What follows belongs to an exercise in optimizing a design on an open flow for small area, a short achievable clock period and few clock cycles; a production flow would make more cautious choices. RTL that was checked went through simulation tests only; none was proved equivalent to the original. Power figures rest on the tool's default switching activity, not on a simulated workload.

==> run H <==
// zc_demod
module zc_demod (
    input  wire        clk,
    input  wire        rst,
    input  wire        cmd_valid,
    input  wire [31:0] cmd_data,
    output wire        cmd_ready,
    output reg         out_valid,
    output reg  [31:0] out_data,
    output wire [8:0]  status,
    output wire [63:0] sample_count
);
    localparam [16:0] LAST_IDX = 17'd99999;    
    localparam [1:0] FSM_SEARCH = 2'd0, FSM_LOCKED = 2'd1, FSM_CAPT = 2'd2;
    localparam [1:0] S_IDLE = 2'd0, S_HDR = 2'd1, S_DATA = 2'd2, S_END = 2'd3;
    localparam [1:0] PH_START = 2'd0, PH_ALIGN = 2'd1, PH_RUN = 2'd2;
    function automatic [7:0] cat_id(input [2:0] e);
        case (e)
            3'd0: cat_id = 8'h21;  3'd1: cat_id = 8'h12;
            3'd2: cat_id = 8'h07;  3'd3: cat_id = 8'h33;
            3'd4: cat_id = 8'h44;  3'd5: cat_id = 8'h55;
            3'd6: cat_id = 8'h66;  default: cat_id = 8'h77;
        endcase
    endfunction
    function automatic [7:0] cat_flen(input [2:0] e);
        case (e)
            3'd0: cat_flen = 8'd204;  3'd1: cat_flen = 8'd24;
            3'd2: cat_flen = 8'd20;   3'd3: cat_flen = 8'd18;
  ...
export LEC_CHECK = 0
export ABC_AREA = 1
export CAP_MARGIN = 20
export CORE_MARGIN = 2
export CORE_UTILIZATION = 40
export CTS_CLUSTER_DIAMETER = 70
export CTS_CLUSTER_SIZE = 24
export PLACE_DENSITY = 0.6
export SLEW_MARGIN = 20
export SYNTH_HIERARCHICAL = 1
create_clock -name core_clock -period 15.0 [get_ports {clk}]
standard.sh (not shown) runs the stock make flow with config.mk's settings and CLKGATE_MAP_FILE= SYNTH_SCRIPT=/design/flow/synth_recipe.tcl, a recipe that flattens the netlist after the stock synthesis.
==> flow/flow/run.sh <==
#!/bin/bash
# Standard layout (standard synthesis, floorplan, place, CTS, route), with
# repair_timing asked for more setup slack than the clock period needs, so
# that it shortens the critical paths, and port buffers that it can size.
set -euo pipefail
bash standard.sh finish SETUP_SLACK_MARGIN=10 "BUFFER_PORTS_ARGS=-buffer_cell sky130_fd_sc_hd__buf_2" > make_finish.log 2>&1
==> run B (differences from run H) <==
--- a/flow/design.v
+++ b/flow/design.v
@@ -108,12 +108,14 @@
         .cmd_valid(cmd_valid), .cmd_data(cmd_data), .rdy(rdy), .halt(halt),
         .ctrl_inv(ctrl_inv), .phase(phase), .pol(pol),
         .ev_reset(ev_reset), .ev_ill(ev_ill), .ev_pe(ev_pe), .ev_start(ev_start),
         .ev_align(ev_align), .ev_run(ev_run), .ev_smp(ev_smp), .ev_inv(ev_inv),
         .ev_raw(ev_raw), .ev_eos(ev_eos), .ev_iof(ev_iof), .s_pol(s_pol)
     );
+    wire [16:0] idx_inc = idx + 17'd1;
+    wire        at_last = (idx == LAST_IDX);
     wire hold0, bit0, mk0, hold1, bit1, mk1, hold2, bit2, mk2;
     wire b0, b1, b2;
     wire any_lock, g_inv, cap, emit;
     wire [2:0] g_e;
     wire [1:0] g_ch;
     wire [7:0] sr_new;
@@ -128,35 +130,12 @@
         .byte_sr(byte_sr), .bit_cnt(bit_cnt), .dle_pend(dle_pend),
         .hold0(hold0), .bit0(bit0), .mk0(mk0), .hold1(hold1), .bit1(bit1), .mk1(mk1),
         .hold2(hold2), .bit2(bit2), .mk2(mk2), .b0(b0), .b1(b1), .b2(b2),
         .any_lock(any_lock), .g_e(g_e), .g_ch(g_ch), .g_inv(g_inv), .cap(cap), .emit(emit),
         .sr_new(sr_new), .byte_done(byte_done), .byte_drop(byte_drop), .coal_hit(coal_hit)
     );
-    wire [16:0] idx_inc;
-    wire        at_last;
-    wire [6:0]  eff0_run, eff1_run, eff2_run, eff0_pe, eff1_pe, eff2_pe;
-    wire [5:0]  fill0_nx, fill1_nx, fill2_nx;
-    wire [2:0]  marks0_nx, marks1_nx;
-    wire [1:0]  marks2_nx;
-    wire [7:0]  flen_inc;
-    wire        f_full_nx, f_gt1_nx;
-    wire [2:0]  bit_cnt_inc;
-    zc_nx u_nx (
-        .idx(idx), .eff0(eff0), .eff1(eff1), .eff2(eff2),
-        .hold0(hold0), .hold1(hold1), .hold2(hold2),
-        .fill0(fill0), .fill1(fill1), .fill2(fill2),
-        .marks0(marks0), .marks1(marks1), .marks2(marks2),
-        .flen(flen), .lk_e(lk_e), .bit_cnt(bit_cnt),
-        .idx_inc(idx_inc), .at_last(at_last),
-        .eff0_run(eff0_run), .eff1_run(eff1_run), .eff2_run(eff2_run),
-        .eff0_pe(eff0_pe), .eff1_pe(eff1_pe), .eff2_pe(eff2_pe),
-        .fill0_nx(fill0_nx), .fill1_nx(fill1_nx), .fill2_nx(fill2_nx),
-        .marks0_nx(marks0_nx), .marks1_nx(marks1_nx), .marks2_nx(marks2_nx),
-        .flen_inc(flen_inc), .f_full_nx(f_full_nx), .f_gt1_nx(f_gt1_nx),
-        .bit_cnt_inc(bit_cnt_inc)
-    );
     wire [7:0]  proto  = lk_inv ? (8'd0 - cat_id(lk_e)) : cat_id(lk_e);
     wire [5:0]  nfull  = flen[7:2];
     wire [5:0]  nwd    = nfull + {5'd0, flen[1:0] != 2'd0};
     wire        ring_wr = pend && (ptr == pend_w);
     wire [31:0] ring_in;
     assign ring_in[7:0]   = (ring_wr && pend_l == 2'd0) ? pbyte : ring[0][7:0];
@@ -197,25 +176,25 @@
     endtask
     task do_capture;
         begin
             fr_end1 <= idx;
             fsm     <= FSM_CAPT;
             byte_sr <= sr_new;
-            bit_cnt <= bit_cnt_inc;
+            bit_cnt <= bit_cnt + 3'd1;
             if (byte_done) begin
                 if (byte_drop) begin
                     dle_pend <= 1'b0;
                 end else begin
                     pbyte  <= sr_new;
                     pend   <= 1'b1;
                     pend_w <= flen[7:2];
                     pend_l <= flen[1:0];
-                    flen     <= flen_inc;
-                    f_full   <= f_full_nx;
+                    flen     <= flen + 8'd1;
+                    f_full   <= (flen + 8'd2 == cat_flen(lk_e));
                     f_gt0    <= f_gt1;
-                    f_gt1    <= f_gt1_nx;
+                    f_gt1    <= (flen + 8'd1 >= cat_minl(lk_e));
                     dle_pend <= coal_hit;
                 end
             end
         end
     endtask
     task do_lock(input [2:0] e, input [1:0] k, input inv);
@@ -297,45 +276,45 @@
                     eff0      <= 7'd1;
                     eff1      <= 7'd1;
                     eff2      <= 7'd1;
                     run_start <= idx;
                 end
                 if (ev_run) begin
-                    eff0 <= eff0_run;
-                    eff1 <= eff1_run;
-                    eff2 <= eff2_run;
+                    if (eff0 != 7'd127) eff0 <= eff0 + 7'd1;
+                    if (eff1 != 7'd127) eff1 <= eff1 + 7'd1;
+                    if (eff2 != 7'd127) eff2 <= eff2 + 7'd1;
                 end
                 if (ev_smp) begin
                     idx <= idx_inc;
                     if (at_last) do_halt(3'd2);
                 end
                 if (ev_pe) begin
                     cv0  <= hold0;
-                    eff0 <= eff0_pe;
+                    eff0 <= hold0 ? eff0 + 7'd1 : 7'd1;
                     if (bit0) begin
                         marks0 <= 3'd0;
                         hist0  <= {hist0[45:0], b0};
-                        fill0 <= fill0_nx;
+                        if (fill0 != 6'd47) fill0 <= fill0 + 6'd1;
                     end
-                    if (mk0) marks0 <= marks0_nx;
+                    if (mk0 && marks0 != 3'd7) marks0 <= marks0 + 3'd1;
                     cv1  <= hold1;
-                    eff1 <= eff1_pe;
+                    eff1 <= hold1 ? eff1 + 7'd1 : 7'd1;
                     if (bit1) begin
                         marks1 <= 3'd0;
                         hist1  <= {hist1[61:0], b1};
-                        fill1 <= fill1_nx;
+                        if (fill1 != 6'd63) fill1 <= fill1 + 6'd1;
                     end
-                    if (mk1) marks1 <= marks1_nx;
+                    if (mk1 && marks1 != 3'd5) marks1 <= marks1 + 3'd1;
                     cv2  <= hold2;
-                    eff2 <= eff2_pe;
+                    eff2 <= hold2 ? eff2 + 7'd1 : 7'd1;
                     if (bit2) begin
                         marks2 <= 2'd0;
                         hist2  <= {hist2[37:0], b2};
-                        fill2 <= fill2_nx;
+                        if (fill2 != 6'd39) fill2 <= fill2 + 6'd1;
                     end
-                    if (mk2) marks2 <= marks2_nx;
+                    if (mk2 && marks2 != 2'd3) marks2 <= marks2 + 2'd1;
                     if (emit) begin
                         if (cap) do_capture;
                         post_lock <= any_lock;
                         post_e    <= g_e;
                         post_ch   <= g_ch;
                         post_inv  <= g_inv;
@@ -536,62 +515,6 @@
     wire       gt_min1  = f_gt1;
     wire cap_full = cap && app && full_if;
     wire lock_emit = any_lock &&
                      (cap ? (app ? gt_min1 : gt_min0) : (fsm == FSM_CAPT && gt_min0));
     assign emit = cap_full || lock_emit;
 endmodule
-module zc_nx (
-    input  wire [16:0] idx,
-    input  wire [6:0]  eff0, eff1, eff2,
-    input  wire        hold0, hold1, hold2,
-    input  wire [5:0]  fill0, fill1, fill2,
-    input  wire [2:0]  marks0, marks1,
-    input  wire [1:0]  marks2,
-    input  wire [7:0]  flen,
-    input  wire [2:0]  lk_e,
-    input  wire [2:0]  bit_cnt,
-    output wire [16:0] idx_inc,
-    output wire        at_last,
-    output wire [6:0]  eff0_run, eff1_run, eff2_run, eff0_pe, eff1_pe, eff2_pe,
-    output wire [5:0]  fill0_nx, fill1_nx, fill2_nx,
-    output wire [2:0]  marks0_nx, marks1_nx,
-    output wire [1:0]  marks2_nx,
-    output wire [7:0]  flen_inc,
-    output wire        f_full_nx, f_gt1_nx,
-    output wire [2:0]  bit_cnt_inc
-);
-    localparam [16:0] LAST_IDX = 17'd99999;    
-    function automatic [7:0] cat_flen(input [2:0] e);
-        case (e)
-            3'd0: cat_flen = 8'd204;  3'd1: cat_flen = 8'd24;
-            3'd2: cat_flen = 8'd20;   3'd3: cat_flen = 8'd18;
-            3'd4: cat_flen = 8'd40;   3'd5: cat_flen = 8'd64;
-            3'd6: cat_flen = 8'd30;   default: cat_flen = 8'd50;
-        endcase
-    endfunction
-    function automatic [7:0] cat_minl(input [2:0] e);
-        case (e)
-            3'd0: cat_minl = 8'd20;  3'd1: cat_minl = 8'd8;
-            3'd2: cat_minl = 8'd3;   3'd3: cat_minl = 8'd4;
-            3'd4: cat_minl = 8'd5;   3'd5: cat_minl = 8'd10;
-            3'd6: cat_minl = 8'd2;   default: cat_minl = 8'd6;
-        endcase
-    endfunction
-    assign idx_inc  = idx + 17'd1;
-    assign at_last  = (idx == LAST_IDX);
-    assign eff0_run = (eff0 == 7'd127) ? eff0 : eff0 + 7'd1;
-    assign eff1_run = (eff1 == 7'd127) ? eff1 : eff1 + 7'd1;
-    assign eff2_run = (eff2 == 7'd127) ? eff2 : eff2 + 7'd1;
-    assign eff0_pe  = hold0 ? eff0 + 7'd1 : 7'd1;
-    assign eff1_pe  = hold1 ? eff1 + 7'd1 : 7'd1;
-    assign eff2_pe  = hold2 ? eff2 + 7'd1 : 7'd1;
-    assign fill0_nx = (fill0 == 6'd47) ? fill0 : fill0 + 6'd1;
-    assign fill1_nx = (fill1 == 6'd63) ? fill1 : fill1 + 6'd1;
-    assign fill2_nx = (fill2 == 6'd39) ? fill2 : fill2 + 6'd1;
-    assign marks0_nx = (marks0 == 3'd7) ? marks0 : marks0 + 3'd1;
-    assign marks1_nx = (marks1 == 3'd5) ? marks1 : marks1 + 3'd1;
-    assign marks2_nx = (marks2 == 2'd3) ? marks2 : marks2 + 2'd1;
-    assign flen_inc    = flen + 8'd1;
-    assign f_full_nx   = (flen + 8'd2 == cat_flen(lk_e));
-    assign f_gt1_nx    = (flen + 8'd1 >= cat_minl(lk_e));
-    assign bit_cnt_inc = bit_cnt + 3'd1;
-endmodule
==> run E (differences from run H) <==
==> flow/flow/run.sh (replaced) <==
#!/bin/bash
# Standard layout (standard synthesis, floorplan, place, CTS, route), with
# repair_timing asked for more setup slack than the clock period needs, so
# that it shortens the critical paths, and port buffers that it can size.
set -euo pipefail
bash standard.sh finish SETUP_SLACK_MARGIN=10.3 "BUFFER_PORTS_ARGS=-buffer_cell sky130_fd_sc_hd__buf_2" > make_finish.log 2>&1
==> flow/config.mk (replaced) <==
export PLATFORM = sky130hd
export DESIGN_NAME = zc_demod
export DESIGN_NICKNAME = zc_demod
export VERILOG_FILES = /design/flow/design.v
export SDC_FILE = /design/flow/constraint.sdc
export NUM_CORES = 4
export LEC_CHECK = 0
export CAP_MARGIN = 20
export CORE_MARGIN = 2
export CORE_UTILIZATION = 40
export CTS_CLUSTER_DIAMETER = 70
export CTS_CLUSTER_SIZE = 24
export PLACE_DENSITY = 0.6
export SLEW_MARGIN = 20
export SYNTH_HIERARCHICAL = 1
==> notes <==
Clock power is about the same in run H and run B. Global-route usage, lowest first: run E, run H, run B. Clock skew, lowest first: run H, run E, run B. Count of clock-buffer cells in the layout is the same in run B and run E. Die area: run H > run B > run E. Sequential power is about the same in run B and run E. The lowest critical path depth belongs to run E, the highest to run H. Final area: run H is higher than run E (0.80%).
==> figures <==
|  | run H | run E | run B |
|---|---|---|---|
| Share of cell area taken by muxes after synthesis | 0.00376 | 0.0198 | 0.000633 |
| Largest net degree at the start of global routing | 64 | 43 | 64 |
| Post-layout total power | 0.00868 W | 0.00864 W | 0.00851 W |
| Final net count | 4519 | 3690 | 4370 |
| Reg2reg path depth | 17 | 13 | 17 |
| Status | finished clean | finished clean | finished clean |
| WP depth | 17 | 12 | 13 |
| Global routing usage on met3 | 0.0218 | 0.0246 | 0.0218 |
| Worst slack after detailed placement | 8.84 ns | 8.12 ns | 8.74 ns |
| Total clock network power | 0.00299 W | 0.00297 W | 0.00298 W |
| Headroom to the max-slew limit | 0.379 | 0.275 | 0.269 |
| Capturing instance or port of the critical path | run_start[15] | fr_start[11] | wj[5] |
| Average cell area after synthesis | 12.6 um^2 | 15.4 um^2 | 12.9 um^2 |
| Row Count | 135 | 132 | 134 |
| RSZ-0062 raised after global routing | yes | yes | no |
| Placement Cell Area | 56600 um^2 | 54900 um^2 | 55800 um^2 |
| Met3 WL post-DR | 3590 um | 3920 um | 3870 um |
Testbench counts of run B, summed over its fixed seeds: cycles 390,972.
No functional check of the RTL was part of run H and run E.

-- static timing again, ports no longer ideal --
The flow's constraints put no driver on any port. The routed layouts listed below were extracted and timed again, unchanged, in two steps. Step 1: set_driving_cell puts a clkbuf_16 on clk and a buf_2 on each other input, an assumption about the parent block. Step 2, shift: input delay + t, output delay - t, t = (earliest + latest rising clock arrival at the registers) / 2. This alone moves slack from input paths to output paths. Slacks: ideal / step 1 / step 2; pairs: ideal / step 1.
run | t, ns | slack for setup (ns) | hold WS [ns] | slew at the worst register clock pin (ns) | cell pins on the clock port's net
run H | 0.757 | 10.106 / 10.155 / 9.398 | 0.312 / 0.312 / 0.312 | 0.09 / 0.09 | 1
run B | 0.754 | 10.173 / 10.220 / 9.466 | 0.302 / 0.302 / 0.302 | 0.10 / 0.10 | 1
run E | 0.776 | 10.044 / 10.094 / 9.317 | 0.312 / 0.312 / 0.312 | 0.10 / 0.10 | 1
After both steps setup and hold are still met in every run listed. The setup slack of run E, which loses most, moves by +0.050 ns with the drivers and by -0.727 ns with both steps.
